This design comes from an exercise in tuning for small area, a short achievable clock period and few clock cycles per item on the open sky130 flow, not from production work. Only simulation tests tie the RTL to the original design; equivalence was not proved.

==> job 975: inputs <==
Design luxconv, start of the top module:
module luxconv (
    input  wire        clk,
    input  wire        rst,
    input  wire        req_valid,
    input  wire [1:0]  req_gain,
    input  wire [7:0]  req_cycles,
    input  wire [15:0] req_ch1,
    input  wire [15:0] req_ch0,
    output wire        req_ready,
    output wire        rsp_valid,
    output reg  [3:0]  rsp_status,
    output reg  [23:0] rsp_lux,
    output reg  [2:0]  obs_band,
    output wire [32:0] obs_ratio,
    output wire [23:0] obs_chn0,
    output wire [23:0] obs_chn1,
    output reg  [23:0] obs_scale0,
    output reg  [23:0] obs_scale1,
    output reg  [1:0]  phase
);
export LEC_CHECK = 0
export CAP_MARGIN = 20
export CORE_MARGIN = 2
export CORE_UTILIZATION = 40
export SETUP_SLACK_MARGIN = 5
export SLEW_MARGIN = 20
export SYNTH_MEMORY_MAX_BITS = 65536
create_clock -name core_clock -period 12.0 [get_ports {clk}]
run.sh (not shown) runs the stock make flow with config.mk's settings and CLKGATE_MAP_FILE= SYNTH_SCRIPT=/design/flow/synth_recipe.tcl, a recipe that flattens the netlist after the stock synthesis.
==> job 7606 (differences from job 975) <==
--- a/flow/design.v
+++ b/flow/design.v
@@ -152,34 +152,33 @@
             7'd127: begin t_s = 24'd38036; t_s107 = 17'd355; t_s115 = 17'd330; end
         endcase
     end
     wire [3:0]  sh = {1'b0, k} + ((gain == 2'd1) ? 4'd3 : (gain == 2'd2) ? 4'd4 : 4'd0);
     wire [23:0] v0 = (gain == 2'd3) ? {7'd0, t_s107} : t_s;
     wire [23:0] v1 = (gain == 2'd3) ? {7'd0, t_s115} : t_s;
-    wire        zero = (cy == 8'd0);
-    assign sc0 = zero ? 24'd0 : (v0 >> sh);
-    assign sc1 = zero ? 24'd0 : (v1 >> sh);
+    assign sc0 = v0 >> sh;
+    assign sc1 = v1 >> sh;
 endmodule
 module luxconv (
     input  wire        clk,
     input  wire        rst,
     input  wire        req_valid,
     input  wire [1:0]  req_gain,
     input  wire [7:0]  req_cycles,
     input  wire [15:0] req_ch1,
     input  wire [15:0] req_ch0,
     output wire        req_ready,
     output wire        rsp_valid,
     output reg  [3:0]  rsp_status,
-    output reg  [23:0] rsp_lux,
+    output wire [23:0] rsp_lux,
     output reg  [2:0]  obs_band,
     output wire [32:0] obs_ratio,
     output wire [23:0] obs_chn0,
     output wire [23:0] obs_chn1,
-    output reg  [23:0] obs_scale0,
-    output reg  [23:0] obs_scale1,
+    output wire [23:0] obs_scale0,
+    output wire [23:0] obs_scale1,
     output reg  [1:0]  phase
 );
     localparam PH_IDLE = 2'd0, PH_BUSY = 2'd1, PH_DONE = 2'd2;
     localparam [3:0] ST_VALID  = 4'b0001,
                      ST_DEGEN  = 4'b0011,
                      ST_NEG    = 4'b0101,
@@ -195,28 +194,33 @@
                      S_LUX2  = 3'd4;
     reg  [2:0]  step;
     reg  [15:0] ch1;
     reg  [23:0] chn0, chn1;
     reg  [23:0] rem;
     reg  [25:0] d3;          
+    reg  [23:0] dvs;         
     reg  [35:0] quo;
     reg  [38:0] prod_m;
     reg         dinit;       
-    reg         f_q256;      
-    reg         f_q4k;       
-    reg         f_q16m;      
+    reg         dlong;       
+    reg         dwide;       
     reg  [3:0]  dcnt;        
     reg         lux_done;    
     reg         lux_try;     
     reg         op_lux1, op_lux2;
     reg  [23:0] ma;
     reg  [8:0]  bd_one, bd_two, bd_neg;
     assign req_ready = (phase != PH_BUSY);
     assign rsp_valid = (phase == PH_DONE);
-    assign obs_chn0  = chn0;
-    assign obs_chn1  = chn1;
+    reg  [23:0] scale0, scale1, lux;
+    wire        cfgerr = rsp_status[3];
+    assign obs_chn0   = cfgerr ? 24'd0 : chn0;
+    assign obs_chn1   = cfgerr ? 24'd0 : chn1;
+    assign obs_scale0 = cfgerr ? 24'd0 : scale0;
+    assign obs_scale1 = cfgerr ? 24'd0 : scale1;
+    assign rsp_lux    = (rsp_status == ST_VALID) ? lux : 24'd0;
     assign obs_ratio = quo[33:1] + {32'd0, quo[0]};
     wire issue = req_valid && req_ready;
     wire [23:0] sc0, sc1;
     luxconv_rom u_rom (.cy(req_cycles), .gain(req_gain), .sc0(sc0), .sc1(sc1));
     function [2:0] band_of;
         input [35:0] q;
@@ -280,105 +284,91 @@
             b_w   = b_mag ^ {26{bd_neg[i]}};
             acc   = acc + ({16'd0, ~bd_neg[i], b_w[24:0]} << (2*i));
             negs[2*i] = bd_neg[i];
         end
         acc = acc + negs;
     end
+    wire fits12 = (chn1[23:2]  < chn0);
+    wire fits24 = (chn1[23:14] < chn0);
     wire [23:0] chn1_new = acc[39:16];
-    wire n_q256 = ({chn1_new, 2'd0} < {2'd0, chn0});
-    wire n_q4k  = (chn1_new[23:2]  < chn0);
-    wire n_q16m = (chn1_new[23:14] < chn0);
-    reg [23:0] r_in;
-    reg [35:0] q_in;
-    always @(*) begin
-        if (!dinit) begin
-            r_in = rem;
-            q_in = quo;
-        end else if (f_q256) begin
-            r_in = {chn1[21:0], 2'd0};   q_in = 36'd0;
-        end else if (f_q4k) begin
-            r_in = {2'd0, chn1[23:2]};   q_in = {chn1[1:0], 34'd0};
-        end else if (f_q16m) begin
-            r_in = {14'd0, chn1[23:14]}; q_in = {chn1[13:0], 22'd0};
-        end else begin
-            r_in = 24'd0;                q_in = {2'd0, chn1, 10'd0};
-        end
-    end
+    wire [23:0] r_in = rem;
+    wire [35:0] q_in = quo;
     reg [23:0] r_st [0:2];
     reg [35:0] q_st [0:2];
     reg [25:0] r_sh;
     reg [26:0] t1, t2, t3;
     integer k;
     always @(*) begin
         r_st[0] = r_in;
         q_st[0] = q_in;
         for (k = 0; k < 2; k = k + 1) begin
             r_sh = {r_st[k], q_st[k][35:34]};
-            t1 = {1'b0, r_sh} - {3'b000, chn0};
-            t2 = {1'b0, r_sh} - {2'b00, chn0, 1'b0};
+            t1 = {1'b0, r_sh} - {3'b000, dvs};
+            t2 = {1'b0, r_sh} - {2'b00, dvs, 1'b0};
             t3 = {1'b0, r_sh} - {1'b0, d3};
             if (!t3[26]) begin
                 r_st[k+1] = t3[23:0]; q_st[k+1] = {q_st[k][33:0], 2'b11};
             end else if (!t2[26]) begin
                 r_st[k+1] = t2[23:0]; q_st[k+1] = {q_st[k][33:0], 2'b10};
             end else if (!t1[26]) begin
                 r_st[k+1] = t1[23:0]; q_st[k+1] = {q_st[k][33:0], 2'b01};
             end else begin
                 r_st[k+1] = r_sh[23:0]; q_st[k+1] = {q_st[k][33:0], 2'b00};
             end
         end
     end
-    wire [3:0] dleft = dinit ? (f_q256 ? 4'd1 : f_q4k ? 4'd2 : f_q16m ? 4'd5 : 4'd8)
+    wire [3:0] dleft = dinit ? (!dlong ? 4'd2 : (dwide ? 4'd8 : 4'd5))
                              : (dcnt - 4'd1);
-    wire q512 = ({chn1, 1'd0} < {1'd0, chn0});
-    wire q768 = ({chn1, 2'd0} >= d3);
-    wire [2:0] band_first = q768 ? 3'd5 : q512 ? 3'd2 : 3'd5;
+    wire cert_b1 = ({chn1, 2'd0} < {2'd0, chn0});
+    wire lt512   = ({chn1, 1'd0} < {1'd0, chn0});
+    wire cert_b5 = ({chn1, 2'd0} >= d3);
+    wire [2:0] band_first = cert_b1 ? 3'd1 : (cert_b5 || !lt512) ? 3'd5 : 3'd2;
     wire [29:0] qw = q_st[1][29:0];
     wire try_ok = (band_of({qw, 6'd0}) == obs_band) && (band_of({qw, 6'd63}) == obs_band);
     wire [2:0] band_guess = band_of({qw, 6'd32});
     wire [2:0] band_fin   = band_of(quo);
     wire       try_fail   = op_lux1 && lux_try && !try_ok;
-    wire       at_first = (step == S_DIV) && dinit;
-    wire       lux_again = at_first && !f_q256;
+    wire       at_first = (step == S_DIV) && dinit && !dlong;
     wire [2:0] band_next = at_first ? band_first
                          : (step == S_DIV) ? band_guess : band_fin;
     always @(posedge clk) begin
         if (issue) begin
             ma <= sc0;
             {bd_neg, bd_two, bd_one} <= booth_enc(req_ch0);
         end else if (step == S_MUL0) begin
-            ma <= obs_scale1;
+            ma <= scale1;
             {bd_neg, bd_two, bd_one} <= booth_enc(ch1);
-        end else if (step == S_MUL1) begin
-            ma <= chn1_new;
-            {bd_neg, bd_two, bd_one} <= booth_enc(M1);
-        end else if (op_lux1 && !try_fail && !lux_again) begin
+        end else if (op_lux1 && !try_fail) begin
             ma <= chn0;
             {bd_neg, bd_two, bd_one} <= booth_enc(coef_b_of(obs_band));
         end else begin
             ma <= chn1;
             {bd_neg, bd_two, bd_one} <= booth_enc(coef_m_of(band_next));
         end
     end
+    wire restart = (step == S_DIV) && dinit && !dlong && !fits12;
     always @(posedge clk) begin
         prod_m <= acc[38:0];
-        rem    <= r_st[2];
+        dvs    <= chn0;
         d3     <= {2'd0, chn0} + {1'd0, chn0, 1'd0};
+        if (step == S_MUL1)
+            rem <= {2'd0, chn1_new[23:2]};
+        else if (restart)
+            rem <= fits24 ? {14'd0, chn1[23:14]} : 24'd0;
+        else
+            rem <= r_st[2];
     end
     always @(posedge clk) begin
         if (rst) begin
             phase <= PH_IDLE;
         end else if (issue) begin
             ch1        <= req_ch1;
-            obs_scale0 <= sc0;
-            obs_scale1 <= sc1;
-            chn0       <= 24'd0;
-            chn1       <= 24'd0;
+            scale0     <= sc0;
+            scale1     <= sc1;
             quo        <= 36'd0;
             obs_band   <= 3'd0;
-            rsp_lux    <= 24'd0;
             step       <= S_MUL0;
             op_lux1    <= 1'b0;
             op_lux2    <= 1'b0;
             lux_done   <= 1'b0;
             if (req_cycles == 8'd0) begin
                 phase      <= PH_DONE;
@@ -386,66 +376,61 @@
             end else begin
                 phase      <= PH_BUSY;
                 rsp_status <= 4'd0;
             end
         end else if (phase == PH_BUSY) begin
             if (op_lux2) begin
-                if (acc[41]) begin
-                    rsp_status <= ST_NEG;
-                    rsp_lux    <= 24'd0;
-                end else begin
-                    rsp_status <= ST_VALID;
-                    rsp_lux    <= acc[39:16];
-                end
+                rsp_status <= acc[41] ? ST_NEG : ST_VALID;
+                lux        <= acc[39:16];
             end
             op_lux1 <= 1'b0;
             op_lux2 <= op_lux1;
             case (step)
                 S_MUL0: begin
                     chn0 <= acc[39:16];
                     step <= S_MUL1;
                 end
                 S_MUL1: begin
-                    chn1     <= chn1_new;
-                    f_q256   <= n_q256;
-                    f_q4k    <= n_q4k;
-                    f_q16m   <= n_q16m;
-                    dinit    <= 1'b1;
-                    step     <= S_DIV;
-                    op_lux1  <= 1'b1;
-                    obs_band <= 3'd1;
-                    lux_try  <= 1'b0;
+                    chn1  <= chn1_new;
+                    quo   <= (chn0 == 24'd0) ? 36'd0 : {chn1_new[1:0], 34'd0};
+                    dinit <= 1'b1;
+                    dlong <= 1'b0;
+                    step  <= S_DIV;
                     if (chn0 == 24'd0) begin
                         phase      <= PH_DONE;
                         rsp_status <= ST_DEGEN;
-                        obs_band   <= 3'd0;
                     end
                 end
                 S_DIV: begin
                     if (op_lux2)
                         lux_done <= 1'b1;
-                    if (lux_again) begin
+                    if (at_first) begin
                         op_lux1  <= 1'b1;
-                        op_lux2  <= 1'b0;
                         obs_band <= band_next;
-                        lux_try  <= !q768;
+                        lux_try  <= !(cert_b1 || cert_b5);
                     end
                     if (try_fail) begin
                         op_lux1  <= 1'b1;
                         op_lux2  <= 1'b0;
                         lux_try  <= 1'b0;
                         obs_band <= band_next;
                     end
-                    dinit <= 1'b0;
-                    quo   <= q_st[2];
-                    dcnt  <= dleft;
-                    if (dleft == 4'd0) begin
-                        if (lux_done || op_lux2)
-                            phase <= PH_DONE;
-                        else
-                            step  <= S_LUX2;
+                    if (restart) begin
+                        dlong <= 1'b1;
+                        dwide <= !fits24;
+                        quo   <= fits24 ? {chn1[13:0], 22'd0} : {2'd0, chn1, 10'd0};
+                    end else begin
+                        dinit <= 1'b0;
+                        quo   <= q_st[2];
+                        dcnt  <= dleft;
+                        if (dleft == 4'd0) begin
+                            if (lux_done || op_lux2)
+                                phase <= PH_DONE;
+                            else
+                                step  <= S_LUX2;
+                        end
                     end
                 end
                 S_LUX1: begin
                     step <= S_LUX2;
                 end
                 default: begin
- CORE_UTILIZATION: 40 -> 35
==> job 5719 (differences from job 975) <==
--- a/flow/design.v
+++ b/flow/design.v
@@ -198,15 +198,14 @@
     reg  [23:0] chn0, chn1;
     reg  [23:0] rem;
     reg  [25:0] d3;          
     reg  [35:0] quo;
     reg  [38:0] prod_m;
     reg         dinit;       
-    reg         f_q256;      
-    reg         f_q4k;       
-    reg         f_q16m;      
+    reg         dlong;       
+    reg         dwide;       
     reg  [3:0]  dcnt;        
     reg         lux_done;    
     reg         lux_try;     
     reg         op_lux1, op_lux2;
     reg  [23:0] ma;
     reg  [8:0]  bd_one, bd_two, bd_neg;
@@ -280,30 +279,26 @@
             b_w   = b_mag ^ {26{bd_neg[i]}};
             acc   = acc + ({16'd0, ~bd_neg[i], b_w[24:0]} << (2*i));
             negs[2*i] = bd_neg[i];
         end
         acc = acc + negs;
     end
-    wire [23:0] chn1_new = acc[39:16];
-    wire n_q256 = ({chn1_new, 2'd0} < {2'd0, chn0});
-    wire n_q4k  = (chn1_new[23:2]  < chn0);
-    wire n_q16m = (chn1_new[23:14] < chn0);
+    wire fits12 = (chn1[23:2]  < chn0);
+    wire fits24 = (chn1[23:14] < chn0);
     reg [23:0] r_in;
     reg [35:0] q_in;
     always @(*) begin
         if (!dinit) begin
             r_in = rem;
             q_in = quo;
-        end else if (f_q256) begin
-            r_in = {chn1[21:0], 2'd0};   q_in = 36'd0;
-        end else if (f_q4k) begin
-            r_in = {2'd0, chn1[23:2]};   q_in = {chn1[1:0], 34'd0};
-        end else if (f_q16m) begin
-            r_in = {14'd0, chn1[23:14]}; q_in = {chn1[13:0], 22'd0};
-        end else begin
+        end else if (!dlong) begin
+            r_in = {2'd0, chn1[23:2]};  q_in = {chn1[1:0], 34'd0};
+        end else if (dwide) begin
             r_in = 24'd0;                q_in = {2'd0, chn1, 10'd0};
+        end else begin
+            r_in = {14'd0, chn1[23:14]}; q_in = {chn1[13:0], 22'd0};
         end
     end
     reg [23:0] r_st [0:2];
     reg [35:0] q_st [0:2];
     reg [25:0] r_sh;
     reg [26:0] t1, t2, t3;
@@ -324,37 +319,34 @@
                 r_st[k+1] = t1[23:0]; q_st[k+1] = {q_st[k][33:0], 2'b01};
             end else begin
                 r_st[k+1] = r_sh[23:0]; q_st[k+1] = {q_st[k][33:0], 2'b00};
             end
         end
     end
-    wire [3:0] dleft = dinit ? (f_q256 ? 4'd1 : f_q4k ? 4'd2 : f_q16m ? 4'd5 : 4'd8)
+    wire [3:0] dleft = dinit ? (!dlong ? 4'd2 : (dwide ? 4'd8 : 4'd5))
                              : (dcnt - 4'd1);
-    wire q512 = ({chn1, 1'd0} < {1'd0, chn0});
-    wire q768 = ({chn1, 2'd0} >= d3);
-    wire [2:0] band_first = q768 ? 3'd5 : q512 ? 3'd2 : 3'd5;
+    wire cert_b1 = ({chn1, 2'd0} < {2'd0, chn0});
+    wire lt512   = ({chn1, 1'd0} < {1'd0, chn0});
+    wire cert_b5 = ({chn1, 2'd0} >= d3);
+    wire [2:0] band_first = cert_b1 ? 3'd1 : (cert_b5 || !lt512) ? 3'd5 : 3'd2;
     wire [29:0] qw = q_st[1][29:0];
     wire try_ok = (band_of({qw, 6'd0}) == obs_band) && (band_of({qw, 6'd63}) == obs_band);
     wire [2:0] band_guess = band_of({qw, 6'd32});
     wire [2:0] band_fin   = band_of(quo);
     wire       try_fail   = op_lux1 && lux_try && !try_ok;
-    wire       at_first = (step == S_DIV) && dinit;
-    wire       lux_again = at_first && !f_q256;
+    wire       at_first = (step == S_DIV) && dinit && !dlong;
     wire [2:0] band_next = at_first ? band_first
                          : (step == S_DIV) ? band_guess : band_fin;
     always @(posedge clk) begin
         if (issue) begin
             ma <= sc0;
             {bd_neg, bd_two, bd_one} <= booth_enc(req_ch0);
         end else if (step == S_MUL0) begin
             ma <= obs_scale1;
             {bd_neg, bd_two, bd_one} <= booth_enc(ch1);
-        end else if (step == S_MUL1) begin
-            ma <= chn1_new;
-            {bd_neg, bd_two, bd_one} <= booth_enc(M1);
-        end else if (op_lux1 && !try_fail && !lux_again) begin
+        end else if (op_lux1 && !try_fail) begin
             ma <= chn0;
             {bd_neg, bd_two, bd_one} <= booth_enc(coef_b_of(obs_band));
         end else begin
             ma <= chn1;
             {bd_neg, bd_two, bd_one} <= booth_enc(coef_m_of(band_next));
         end
@@ -402,50 +394,48 @@
             case (step)
                 S_MUL0: begin
                     chn0 <= acc[39:16];
                     step <= S_MUL1;
                 end
                 S_MUL1: begin
-                    chn1     <= chn1_new;
-                    f_q256   <= n_q256;
-                    f_q4k    <= n_q4k;
-                    f_q16m   <= n_q16m;
-                    dinit    <= 1'b1;
-                    step     <= S_DIV;
-                    op_lux1  <= 1'b1;
-                    obs_band <= 3'd1;
-                    lux_try  <= 1'b0;
+                    chn1  <= acc[39:16];
+                    dinit <= 1'b1;
+                    dlong <= 1'b0;
+                    step  <= S_DIV;
                     if (chn0 == 24'd0) begin
                         phase      <= PH_DONE;
                         rsp_status <= ST_DEGEN;
-                        obs_band   <= 3'd0;
                     end
                 end
                 S_DIV: begin
                     if (op_lux2)
                         lux_done <= 1'b1;
-                    if (lux_again) begin
+                    if (at_first) begin
                         op_lux1  <= 1'b1;
-                        op_lux2  <= 1'b0;
                         obs_band <= band_next;
-                        lux_try  <= !q768;
+                        lux_try  <= !(cert_b1 || cert_b5);
                     end
                     if (try_fail) begin
                         op_lux1  <= 1'b1;
                         op_lux2  <= 1'b0;
                         lux_try  <= 1'b0;
                         obs_band <= band_next;
                     end
-                    dinit <= 1'b0;
-                    quo   <= q_st[2];
-                    dcnt  <= dleft;
-                    if (dleft == 4'd0) begin
-                        if (lux_done || op_lux2)
-                            phase <= PH_DONE;
-                        else
-                            step  <= S_LUX2;
+                    if (dinit && !dlong && !fits12) begin
+                        dlong <= 1'b1;
+                        dwide <= !fits24;
+                    end else begin
+                        dinit <= 1'b0;
+                        quo   <= q_st[2];
+                        dcnt  <= dleft;
+                        if (dleft == 4'd0) begin
+                            if (lux_done || op_lux2)
+                                phase <= PH_DONE;
+                            else
+                                step  <= S_LUX2;
+                        end
                     end
                 end
                 S_LUX1: begin
                     step <= S_LUX2;
                 end
                 default: begin
==> flow_summary.yaml <==
global_route:
  grt_max_degree: 109
  grt_use_met2_pct: 50.01
setup_path:
  cp_slowest_cell: "a31oi_2"
  critPathKind: "input pin to flip-flop"
  critPathLaunch: "req_cycles[5]"
  cp_max_fo: 23
  r2r_end: "rsp_status[2]"
logic_synthesis:
  syn_nets: 6336
  yosys-top-cells-area: "ha_1 (13%), edfxtp_1 (12%), fa_1 (8.9%)"
  ys_seq_area_share_pct: 19.10
  synthTopCellsByCount: "nand2_1 (507), ha_1 (480), nor2_1 (391), inv_1 (384), o21ai_0 (360)"
  synthCells: 5606
sta:
  slew_headroom_pct: 15.97
floorplan:
  core_sq_um: 129800
outcome:
  outcome: "no timing/DRC/antenna violations"
placement:
  dp.cells: 7333
the above is filed under job 7606

==> flow_summary.yaml <==
setup_path:
  r2r_end: "rem[10]"
  critPathLaunch: "chn1[20]"
  cp_slowest_cell: "edfxtp_1"
  cp_max_fo: 8
outcome:
  outcome: "no timing/DRC/antenna violations"
logic_synthesis:
  syn_nets: 6392
  ys_seq_area_share_pct: 18.86
  yosys-top-cells-area: "ha_1 (13%), edfxtp_1 (13%), fa_1 (9.1%)"
  synthCells: 5658
clock_network:
  cts.htree.levels: 2
floorplan:
  core_sq_um: 113900
finish:
  seq_share_pct: 15.24
placement:
  dp.cells: 7160
global_route:
  grt_max_degree: 111
  grt_use_met2_pct: 53.69
sta:
  slew_viol_final: 0
the above is filed under job 975

==> flow_summary.yaml <==
logic_synthesis:
  yosys-top-cells-area: "ha_1 (13%), edfxtp_1 (13%), fa_1 (9.1%)"
  synthTopCellsByCount: "nor2_1 (487), ha_1 (481), nand2_1 (424), a21oi_1 (340), inv_1 (314)"
  ys_seq_area_share_pct: 18.76
  syn_nets: 6291
setup_path:
  critPathLaunch: "req_cycles[1]"
  cp_slowest_cell: "nor2_2"
  cp_max_fo: 16
global_route:
  grt_use_met2_pct: 52.46
placement:
  dp.cells: 7044
outcome:
  outcome: "no timing/DRC/antenna violations"
the above is filed under job 5719

Testbench counts of job 975, summed over its fixed seeds: cycles 9,111, items 1,600.
Testbench counts of job 7606, summed over its fixed seeds: cycles 9,608, items 1,600.
Testbench counts of job 5719, summed over its fixed seeds: cycles 9,608, items 1,600.

-- port drivers added, routing unchanged --
The flow's constraints put no driver on any port. The routed layouts listed below were extracted and timed again, unchanged, in two steps. Step 1 assumes that a clkbuf_16 drives the clock port and a buf_2 every other input. Step 2 adds t to the input delays and takes it off the output delays; t is the mean of the earliest and latest rising clock arrival at the registers after step 1. Input paths then give back, and output paths get back, about the clock's delay inside the block. Slacks: ideal / step 1 / step 2; pairs: ideal / step 1.
run	t, ns	setup WS [ns]	worst slew at a driven data input, ns	cell pins on the clock port's net
job 975	0.698	4.473 / 4.473 / 4.336	0.05	1
job 7606	0.699	4.991 / 5.045 / 4.347	0.07	1
job 5719	0.690	4.995 / 5.051 / 4.361	0.06	1
After both steps every run listed still meets setup and hold. The setup slack of job 7606, which loses most, moves by +0.054 ns with the drivers and by -0.644 ns with both steps.
